Background: an optimization exercise with open tools, aiming at small area, a short achievable clock period and few clock cycles per item. Do not read the settings as production practice. For this run, only the layout was checked, not whether the RTL still works. No activity file was given, so power comes from the tool's default toggle rates.

--- run.sh ---
#!/bin/bash
# synth_recipe.tcl (not shown) runs the flow's synth.tcl, then flattens the netlist and writes it again
# the make line also repeats each setting of config.mk as NAME=value (left out here)
make -C /OpenROAD-flow-scripts/flow DESIGN_CONFIG=/design/flow/config.mk WORK_HOME=/design/flow/orfs CLKGATE_MAP_FILE= SYNTH_SCRIPT=/design/flow/synth_recipe.tcl finish
--- config.mk ---
export PLATFORM = sky130hd
export DESIGN_NAME = alu_adder
export DESIGN_NICKNAME = alu_adder
export VERILOG_FILES = /design/flow/design.v
export SDC_FILE = /design/flow/constraint.sdc
export NUM_CORES = 4
export LEC_CHECK = 0
export ABC_AREA = 1
export CAP_MARGIN = 20
export CORE_MARGIN = 2
export CORE_UTILIZATION = 40
export SLEW_MARGIN = 20
--- constraint.sdc ---
create_clock -name core_clock -period 13.0 [get_ports {clk}]
set_input_delay 2.6000 -clock core_clock [delete_from_list [all_inputs] [get_ports {clk}]]
set_output_delay 2.6000 -clock core_clock [all_outputs]
set_load 0.01 [all_outputs]
--- design.v ---
module alu_adder (
    input             clk,
    input             rst,
    input             req_valid,
    output            req_ready,
    input      [7:0]  ctrl,
    input      [31:0] src,
    input      [31:0] dest,
    input             flag_we,
    input      [5:0]  flag_wdata,
    output reg        resp_valid,
    output     [31:0] result,
    output     [5:0]  flags,
    output reg        faulted,
    output reg [2:0]  fault_cause
);
    localparam OP_ADD = 5'd0,  OP_ADC = 5'd1,  OP_SUB = 5'd2,  OP_SBB = 5'd3;
    localparam OP_MUL = 5'd4,  OP_IMUL = 5'd5, OP_DIV = 5'd6,  OP_IDIV = 5'd7;
    localparam OP_MOD = 5'd8,  OP_IMOD = 5'd9, OP_AND = 5'd10, OP_OR = 5'd11;
    localparam OP_XOR = 5'd12, OP_SHL = 5'd13, OP_SHR = 5'd14, OP_SAR = 5'd15;
    localparam OP_SAL = 5'd16;
    localparam CAUSE_DIV_ZERO = 3'd2, CAUSE_DIV_OVF = 3'd3;
    localparam CAUSE_ILL_OP = 3'd4, CAUSE_ILL_W = 3'd5;
    localparam S_IDLE = 3'd0;    
    localparam S_MUL  = 3'd1;    
    localparam S_MFIN = 3'd2;    
    localparam S_DNEG = 3'd3;    
    localparam S_DALN = 3'd4;    
    localparam S_DIT  = 3'd5;    
    localparam S_DFIN = 3'd6;    
    reg cf, pf, af, zf, sf, of;
    assign flags = {of, sf, zf, af, pf, cf};
    reg        ready_r;
    reg        v;
    reg [4:0]  op;
    reg [1:0]  wc;
    reg [31:0] sr, dr;
    reg [35:0] acc;
    reg [2:0]  st;
    reg [4:0]  cnt;
    reg        yprev;
    reg        neg_sel;       
    reg        want_rem;
    assign req_ready = ready_r;
    assign result = acc[31:0];
    wire [4:0] in_op = ctrl[4:0];
    wire [1:0] in_wc = ctrl[6:5];
    wire [31:0] in_mask = (in_wc == 2'b00) ? 32'h0000_00FF :
                          (in_wc == 2'b01) ? 32'h0000_FFFF : 32'hFFFF_FFFF;
    wire in_muldiv = (in_op >= OP_MUL) && (in_op <= OP_IMOD) && !ctrl[7] && (in_wc != 2'b11);
    wire illegal_op = (op > OP_SAL);
    wire illegal_w  = (wc == 2'b11);
    wire w8  = (wc == 2'b00);
    wire w16 = (wc == 2'b01);
    wire [31:0] mask = w8 ? 32'h0000_00FF : w16 ? 32'h0000_FFFF : 32'hFFFF_FFFF;
    function msb_w(input [31:0] x, input is8, input is16);
        msb_w = is8 ? x[7] : is16 ? x[15] : x[31];
    endfunction
    function [31:0] sext_w(input [31:0] x, input is8, input is16);
        sext_w = is8 ? {{24{x[7]}}, x[7:0]} : is16 ? {{16{x[15]}}, x[15:0]} : x;
    endfunction
    function [31:0] rev32(input [31:0] x);
        integer k;
        for (k = 0; k < 32; k = k + 1) rev32[k] = x[31 - k];
    endfunction
    function [5:0] clz32(input [31:0] x);
        integer k;
        begin
            clz32 = 6'd32;
            for (k = 0; k < 32; k = k + 1)
                if (x[k]) clz32 = 6'd31 - k[5:0];
        end
    endfunction
    wire is_add   = (op == OP_ADD) || (op == OP_ADC);
    wire is_sub   = (op == OP_SUB) || (op == OP_SBB);
    wire is_logic = (op == OP_AND) || (op == OP_OR) || (op == OP_XOR);
    wire is_shift = (op == OP_SHL) || (op == OP_SHR) || (op == OP_SAR) || (op == OP_SAL);
    wire is_mul   = (op == OP_MUL) || (op == OP_IMUL);
    wire is_div   = (op == OP_DIV) || (op == OP_IDIV) || (op == OP_MOD) || (op == OP_IMOD);
    wire is_sdiv  = (op == OP_IDIV) || (op == OP_IMOD);
    wire is_rem   = (op == OP_MOD) || (op == OP_IMOD);
    wire sh_l     = (op == OP_SHL) || (op == OP_SAL);
    wire sh_ar    = (op == OP_SAR);
    wire s_msb = msb_w(sr, w8, w16);
    wire d_msb = msb_w(dr, w8, w16);
    wire [31:0] d_sx = sext_w(dr, w8, w16);
    reg        a_xen, a_xinv, a_yen, a_yinv, a_cin;
    wire [31:0] ax = (dr & {32{a_xen}}) ^ {32{a_xinv}};
    wire [32:0] ay = {1'b0, sr & {32{a_yen}}} ^ {33{a_yinv}};
    wire [32:0] asum = {1'b0, ax} + ay + {32'd0, a_cin};
    wire [31:0] r_add = asum[31:0] & mask;
    wire        a_cf = w8 ? asum[8] : w16 ? asum[16] : asum[32];
    wire        a_of = (msb_w(ay[31:0], w8, w16) == d_msb) && (msb_w(r_add, w8, w16) != d_msb);
    reg  [31:0] shx;
    reg  [4:0]  shc;
    reg         shfill;
    wire [33:0] shw = $signed({shfill, shx, 1'b0}) >>> shc;
    wire [32:0] shz = shw[32:0];
    wire [31:0] sh_lv = rev32(shz[32:1]);
    wire [31:0] r_sh = (sh_l ? sh_lv : shz[32:1]) & mask;
    wire        sh_cf = sh_l ? (w8 ? shz[24] : w16 ? shz[16] : shz[0]) : shz[0];
    wire        sh_of = sh_l ? (msb_w(r_sh, w8, w16) ^ sh_cf) : sh_ar ? 1'b0 : d_msb;
    reg [31:0] r_alu;
    reg        r_cf, r_of;
    always @(*) begin
        if (is_add || is_sub) begin
            r_alu = r_add; r_cf = a_cf; r_of = a_of;
        end else if (is_shift) begin
            r_alu = r_sh; r_cf = sh_cf; r_of = sh_of;
        end else begin
            r_alu = (op == OP_AND) ? (sr & dr) : (op == OP_OR) ? (sr | dr) : (sr ^ dr);
            r_cf = 1'b0; r_of = 1'b0;
        end
    end
    wire alu_wflags = !(is_shift && sr[4:0] == 5'd0);
    wire r_zf = (r_alu == 32'd0);
    wire r_sf = msb_w(r_alu, w8, w16);
    wire r_pf = ~^r_alu[7:0];
    wire        first = (st == S_IDLE);
    wire signed [35:0] mD = (op == OP_IMUL) ? {{4{d_sx[31]}}, d_sx} : {4'd0, dr};
    wire [2:0]  bd0 = {sr[1], sr[0], first ? 1'b0 : yprev};
    wire [2:0]  bd1 = {sr[3], sr[2], sr[1]};
    function [36:0] booth_sel(input [2:0] y, input [35:0] D);
        reg one, two;
        begin
            one = y[1] ^ y[0];
            two = (y[2] & ~y[1] & ~y[0]) | (~y[2] & y[1] & y[0]);
            booth_sel = one ? {D[35], D} : two ? {D, 1'b0} : 37'd0;
            booth_sel = y[2] ? ~booth_sel : booth_sel;
        end
    endfunction
    wire [36:0] pp0 = booth_sel(bd0, mD);
    wire [36:0] pp1 = booth_sel(bd1, mD);
    wire [35:0] macc_in = first ? 36'd0 : acc;
    wire [39:0] msum = {{4{macc_in[35]}}, macc_in} + {{3{pp0[36]}}, pp0}
                     + {pp1[36], pp1, 2'b00} + {39'd0, bd0[2]} + {37'd0, bd1[2], 2'b00};
    wire [31:0] mul_lo = w8 ? {24'd0, sr[31:24]} : w16 ? {16'd0, sr[31:16]} : sr;
    wire [35:0] mz_y = yprev ? mD : 36'd0;
    wire [35:0] mz_p = acc ^ mz_y;
    wire [35:0] mz_k = acc | mz_y;
    wire        mz_zero = (mz_p == {mz_k[34:0], 1'b0});
    wire        mul_ovf = (op == OP_IMUL) ? (acc != {36{sr[31]}}) : !mz_zero;
    wire div_sa = is_sdiv && d_msb;
    wire div_sb = is_sdiv && s_msb;
    wire div_by_zero = (sr == 32'd0);
    wire div_overflow = is_sdiv && (sr == mask) && (dr == (mask ^ (mask >> 1)));
    wire [5:0] clz_s = clz32(sr);
    wire [5:0] clz_d = clz32(dr);
    wire [6:0] aln_n = {1'b0, clz_s} - {1'b0, clz_d};
    wire       aln_neg = aln_n[6];
    wire       dq = !asum[32];                  
    wire [31:0] q_next = {acc[30:0], dq};
    wire [31:0] rem_next = dq ? asum[31:0] : dr;
    reg        n_ready, n_v, n_resp;
    reg [2:0]  n_st;
    reg        do_fault;
    reg [2:0]  n_cause;
    reg        w_alu_flags, w_cfof;
    reg        n_cf, n_of;
    always @(*) begin
        a_xen = 1'b1; a_xinv = 1'b0; a_yen = 1'b1;
        a_yinv = is_sub;
        a_cin = is_sub ? !((op == OP_SBB) && cf) : ((op == OP_ADC) && cf);
        shx = sh_l ? rev32(dr) : sh_ar ? d_sx : dr;
        shc = sr[4:0];
        shfill = sh_ar & d_sx[31];
        do_fault = 1'b0; n_cause = 3'd0;
        n_resp = 1'b0;
        n_st = st;
        w_alu_flags = 1'b0; w_cfof = 1'b0;
        n_cf = r_cf; n_of = r_of;
        case (st)
            S_IDLE: begin
                if (v && !faulted) begin
                    if (illegal_op) begin
                        do_fault = 1'b1; n_cause = CAUSE_ILL_OP;
                    end else if (illegal_w) begin
                        do_fault = 1'b1; n_cause = CAUSE_ILL_W;
                    end else if (is_div) begin
                        if (div_by_zero) begin
                            do_fault = 1'b1; n_cause = CAUSE_DIV_ZERO;
                        end else if (div_overflow) begin
                            do_fault = 1'b1; n_cause = CAUSE_DIV_OVF;
                        end else if (div_sb) begin
                            a_xen = 1'b0; a_yinv = 1'b1; a_cin = 1'b1;
                            n_st = div_sa ? S_DNEG : S_DALN;
                        end else if (div_sa) begin
                            a_xinv = 1'b1; a_yen = 1'b0; a_yinv = 1'b0; a_cin = 1'b1;
                            n_st = S_DALN;
                        end else begin
                            shx = rev32(sr); shc = aln_n[4:0]; shfill = 1'b0;
                            n_st = aln_neg ? S_DFIN : S_DIT;
                        end
                    end else if (is_mul) begin
                        n_st = S_MUL;
                    end else begin
                        n_resp = 1'b1;
                        w_alu_flags = alu_wflags;
                    end
                end
            end
            S_MUL: begin
                if (cnt == 5'd0) n_st = S_MFIN;
            end
            S_MFIN: begin
                n_resp = 1'b1;
                w_cfof = 1'b1;
                n_cf = mul_ovf; n_of = mul_ovf;
                n_st = S_IDLE;
            end
            S_DNEG: begin
                a_xinv = 1'b1; a_yen = 1'b0; a_yinv = 1'b0; a_cin = 1'b1;
                n_st = S_DALN;
            end
            S_DALN: begin
                shx = rev32(sr); shc = aln_n[4:0]; shfill = 1'b0;
                n_st = aln_neg ? S_DFIN : S_DIT;
            end
            S_DIT: begin
                a_yinv = 1'b1; a_cin = 1'b1;
                if (cnt == 5'd0) begin
                    if (neg_sel) n_st = S_DFIN;
                    else begin n_st = S_IDLE; n_resp = 1'b1; end
                end
            end
            S_DFIN: begin
                a_xinv = neg_sel; a_yen = 1'b0; a_yinv = 1'b0; a_cin = neg_sel;
                n_resp = 1'b1;
                n_st = S_IDLE;
            end
            default: n_st = S_IDLE;
        endcase
    end
    wire done_now = n_resp || do_fault;
    wire cap = ready_r;    
    wire nv = cap ? req_valid : (v && !done_now);
    wire in_single = !in_muldiv;
    reg  n_rdy;
    reg [4:0] n_cnt;
    reg       n_negsel;
    always @(*) begin
        if (cap) n_rdy = !req_valid || in_single;
        else if (!nv) n_rdy = 1'b1;
        else case (n_st)
            S_MFIN, S_DFIN: n_rdy = 1'b1;
            S_DIT: n_rdy = (n_cnt == 5'd0) && !n_negsel;
            default: n_rdy = 1'b0;
        endcase
    end
    always @(*) begin
        n_cnt = cnt;
        n_negsel = neg_sel;
        if (st == S_IDLE) begin
            n_cnt = (wc == 2'b00) ? 5'd0 : (wc == 2'b01) ? 5'd2 : 5'd6;
            n_negsel = is_rem ? div_sa : (div_sa ^ div_sb);
            if (is_div) n_cnt = aln_n[4:0];
        end else if (st == S_DALN) begin
            n_cnt = aln_n[4:0];
        end else if (cnt != 5'd0) begin
            n_cnt = cnt - 5'd1;
        end
    end
    always @(posedge clk) begin
        if (rst) begin
            ready_r     <= 1'b1;
            v           <= 1'b0;
            st          <= S_IDLE;
            resp_valid  <= 1'b0;
            faulted     <= 1'b0;
            fault_cause <= 3'd0;
            {of, sf, zf, af, pf, cf} <= 6'd0;
        end else begin
            resp_valid <= n_resp && v && !faulted;
            if (do_fault) begin
                faulted <= 1'b1;
                fault_cause <= n_cause;
            end
            ready_r <= n_rdy && !do_fault && !faulted;
            v  <= nv;
            st <= (v && !faulted) ? n_st : S_IDLE;
            cnt <= n_cnt;
            neg_sel <= n_negsel;
            if (st == S_IDLE) want_rem <= is_rem;
            if (flag_we) begin
                {of, sf, zf, af, pf, cf} <= flag_wdata;
            end else if (w_alu_flags && !faulted) begin
                cf <= r_cf; of <= r_of; zf <= r_zf; sf <= r_sf; pf <= r_pf;
            end else if (w_cfof && !faulted) begin
                cf <= n_cf; of <= n_of;
            end
            case (st)
                S_IDLE: begin
                    if (is_mul) begin
                        acc <= msum[39:4];
                    end else if (is_div) begin
                        acc <= 36'd0;
                    end else begin
                        acc <= {4'd0, r_alu};
                    end
                    yprev <= sr[3];
                end
                S_MUL: begin
                    acc <= msum[39:4];
                    yprev <= sr[3];
                end
                S_MFIN: acc <= {4'd0, mul_lo};
                S_DIT: begin
                    if (cnt == 5'd0 && !neg_sel)
                        acc <= {4'd0, (want_rem ? rem_next : q_next) & mask};
                    else
                        acc <= {4'd0, q_next};
                end
                S_DFIN: acc <= {4'd0, r_add};
                default: ;
            endcase
            if (cap) begin
                op <= ctrl[7] ? 5'd31 : in_op;
                wc <= in_wc;
                sr <= src & in_mask;
                dr <= dest & in_mask;
            end else begin
                case (st)
                    S_IDLE: begin
                        if (is_mul) begin
                            sr <= {msum[3:0], sr[31:4]};
                        end else if (is_div) begin
                            if (div_sb) sr <= r_add;
                            else if (div_sa) dr <= r_add;
                            else if (aln_neg) dr <= is_rem ? dr : 32'd0;
                            else sr <= sh_lv;
                        end
                    end
                    S_MUL: sr <= {msum[3:0], sr[31:4]};
                    S_DNEG: dr <= r_add;
                    S_DALN: begin
                        if (aln_neg) dr <= want_rem ? dr : 32'd0;
                        else sr <= sh_lv;
                    end
                    S_DIT: begin
                        sr <= {1'b0, sr[31:1]};
                        if (cnt == 5'd0) dr <= want_rem ? rem_next : q_next;
                        else dr <= rem_next;
                    end
                    default: ;
                endcase
            end
        end
    end
endmodule
==> flow_summary.yaml <==
global_routing:
  grt_first_pass_wirelength_mm: 249
  grt_max_degree: 56
  grt_overflow: 0
  grt_use_total: 0.505
  antenna_found_initial: 17
  grt_pass1_vias: 31939
detailed_routing:
  wl_per_cell_um: 34.2
  routed_wl_mm: 184
  first_pass_iters: 7
  vias_per_cell: 6.67
  vias: 35896
  drc_errors: 0
  drtIter0Drc: 6298
  detail-route-antenna-nets: 0
yosys:
  yosys.cell_types.count: 74
  syn_area_per_cell_um2: 6.09
  synth_enable_flop_cells: 115
  synth_commonest_cells: "nand2_1 (1334), inv_1 (401), nand3_1 (377)"
  synthTopCellsByArea: "nand2_1 (18%), edfxtp_1 (13%), ha_1 (11%)"
  syn_nets: 4863
  netlist_area_um2: 27500
  synth-seq-area-share: 0.137
  ys_seq_elements: 131
  ys.flop_type: "edfxtp_1"
  yosysTopAreaCell: "nand2_1"
  synth_top_area_share: 0.182
  netlist_instances: 4507
  synthArstFlopShare: 0
  synth_warnings: 1
  synth.most_common_cell: "nand2_1"
clocking:
  clockRootBuffer: "clkbuf_16"
  insertion_delay_ns: 0.53
  cts_resized: 0
  cts_max_path_buffers: 2
  tritoncts: "built"
  clock_sinks: 131
  hold_buffers: 0
  numCtsBuffers: 17
  post_cts_buffers: 0
  cts.clk_slew.worst_paths_ns: 0.10
  cts-htree-levels: 4
place:
  gp_congestion: 1.16
  place_ws_ns: 3.49
  hpwl_mm: 138
  portBuffers: 125
sta:
  worstMarginPinSlew_ns: 1.23
  final-max-slew-violation-count: 0
  slew-limit-headroom: 0.180
  max_freq_mhz: 99.6
  finalClockSkew_ns: 0.0363
  finalCritPeriodShare: 0.772
  hold_viol: 0
  min_period_ns: 10.04
  setup_slack_ns: 2.96
  fin_tns_setup_ns: 0
  grt_setup_unrepaired: "no"
  setup_violations: 0
floorplan:
  core_um2: 68300
  dieArea_um2: 70800
  die_x_um: 266
  die_h_um: 266
  rows: 96
  start_util: 0.402
  ios: 126
layout:
  fillCellCount: 7552
  synthToLayoutAreaGrowth_pct: 9.82
  drive_gt1_frac: 0.0611
  nets: 4826
power:
  seqPwrFrac: 0.144
  p_leak_uw: 0.0142
  power.density_nw_per_um2: 145
  peakVddDrop_mv: 0.0939
  p_comb_frac: 0.728
  internal-power_uw: 1690
  sw_frac_of_total: 0.614
  p_switching_uw: 2690
  clockPowerShare: 0.128
worst_setup_path:
  cp_data_required_time_ns: 13.28
  cp-end-kind: "flop"
  critPathMaxStageDelay_ns: 0.86
  crit_arrival_ns: 10.32
  critPathKind: "reg2reg"
  worstPathMaxFanout: 41
  start_kind: "flop"
  cp_common_cell: "nand2_1"
  rrSetupSlack_ns: 2.96
  crit_slowest_cell: "nand2_1"
flow_run:
  cap_violations: 0
outcome:
  status: "timing/DRC/antenna clean"
min_path:
  hold_path_class: "reg2reg"
[area by class of cell]
cell class                 count  area, um^2  share of cell area
timing repair buffer         243        2130              0.0708
antenna                       20        50.0             0.00166
clock buffer                  17         425              0.0141
tap                          882        1100              0.0366
inverter                     433        1630              0.0540
clock inverter                15         183             0.00606
multi-input combinational   3644       20900               0.692
sequential                   131        3770               0.125
[per-stage QoR]
| stage | instances | area (um^2) | power (uW) | utilization | hold WS, ns |
|---|---|---|---|---|---|
| finish | 5385 | 30200 | 4380 | 0.441 | 0.499 |
| floorplan | 4507 | 27500 | 2360 | - | 0.444 |
| detailed placement | 5332 | 29500 | 3570 | 0.431 | 0.471 |
| CTS | 5364 | 30100 | 4140 | 0.440 | 0.487 |
| global placement | 5332 | 29500 | 3580 | 0.431 | 0.462 |
| global route | 5367 | 30100 | 4500 | 0.441 | 0.524 |
[logic make-up (layout without fill, tap and decap cells)]
| kind of cell | after synthesis | in the layout | synth area share |
|---|---|---|---|
| and+or+nand+nor | 2143 | 2143 | 0.326 |
| AOI/OAI and AO/OA | 1018 | 1018 | 0.225 |
| buffers and inverters | 732 | 708 | 0.109 |
| adders and majority gates | 274 | 274 | 0.135 |
| xor gates and xnor gates | 208 | 208 | 0.0663 |
| DFF | 131 | 131 | 0.137 |
| muxes | 1 | 1 | 0.000364 |
| other | 0 | 20 | 0 |
[flip-flops by register name (all words and copies together) (netlist names), 2 cells and up]
register / cells
acc: 36
cnt: 5
dr: 32
fault_cause: 3
op: 5
sr: 32
st: 3
wc: 2
[cells in the final DEF, fill, tap and decap left out, types with 72 or more instances in the layout]
master and n:
ha_1 235, o211ai_1 75, edfxtp_1 115, clkdlybuf4s50_1 125, xor2_1 135, inv_1 397
o21ai_0 306, nor2_1 255, xnor2_1 72, a21oi_1 279, nand3_1 376, nand2_1 1329
buf_4 117
[worst paths after layout]
path,start,to,cells after the start
worst min register to register,of,of,2
worst max-delay path,wc[1],dr[27],42
worst max register to register,wc[1],dr[27],42
worst min-delay path,of,of,2
[power groups by stage]
stage	Sequential (uW)	Clock, uW	Combinational, uW
finish	631	559	3190
global route	622	566	3310
global placement	627	0	2950
detailed placement	625	0	2940
floorplan	575	0	1790
CTS	616	554	2970
[per-layer routing]
layer	global-route usage	up-vias	wire length [um]	part of all wire
li1	-	15205	-	-
met1	0.640	16828	71000	0.39
met2	0.664	3059	68100	0.37
met3	0.241	788	29000	0.16
met4	0.340	16	15600	0.085
met5	0.0236	-	204	0.0011
[worst max-delay path: cells and delay by family (launching register included)]
family | cells | cell delay (ns)
AO/OA/AOI/OAI | 11 | 2.42
XOR/XNOR | 1 | 0.20
adder cells (fa/ha/maj) | 2 | 0.94
buffers and inverters | 5 | 1.29
flip-flops | 1 | 0.33
AND/OR/NAND/NOR | 23 | 4.55

[separate check: timing with driven ports]
Ports are ideal in the flow. The routed layout listed here was re-timed in OpenROAD. Step 1, drivers: a clkbuf_16 drives clk and a buf_2 each remaining input, both assumed. Step 2 adds t to the input delays and takes it off the output delays; t is the mean of the earliest and latest rising clock arrival at the registers after step 1. Input paths then give back, and output paths get back, about the clock's delay inside the block. Three values: no drivers, after step 1, after step 2; two values: the first two.
shift t [ns]: 0.575
setup slack, ns: 2.961 / 2.961 / 2.961
clock arrival spread, ns: 0.036 / 0.037
After both steps setup and hold are still met in this run. The setup slack of this run moves by 0.000 ns with the drivers and by 0.000 ns with both steps.
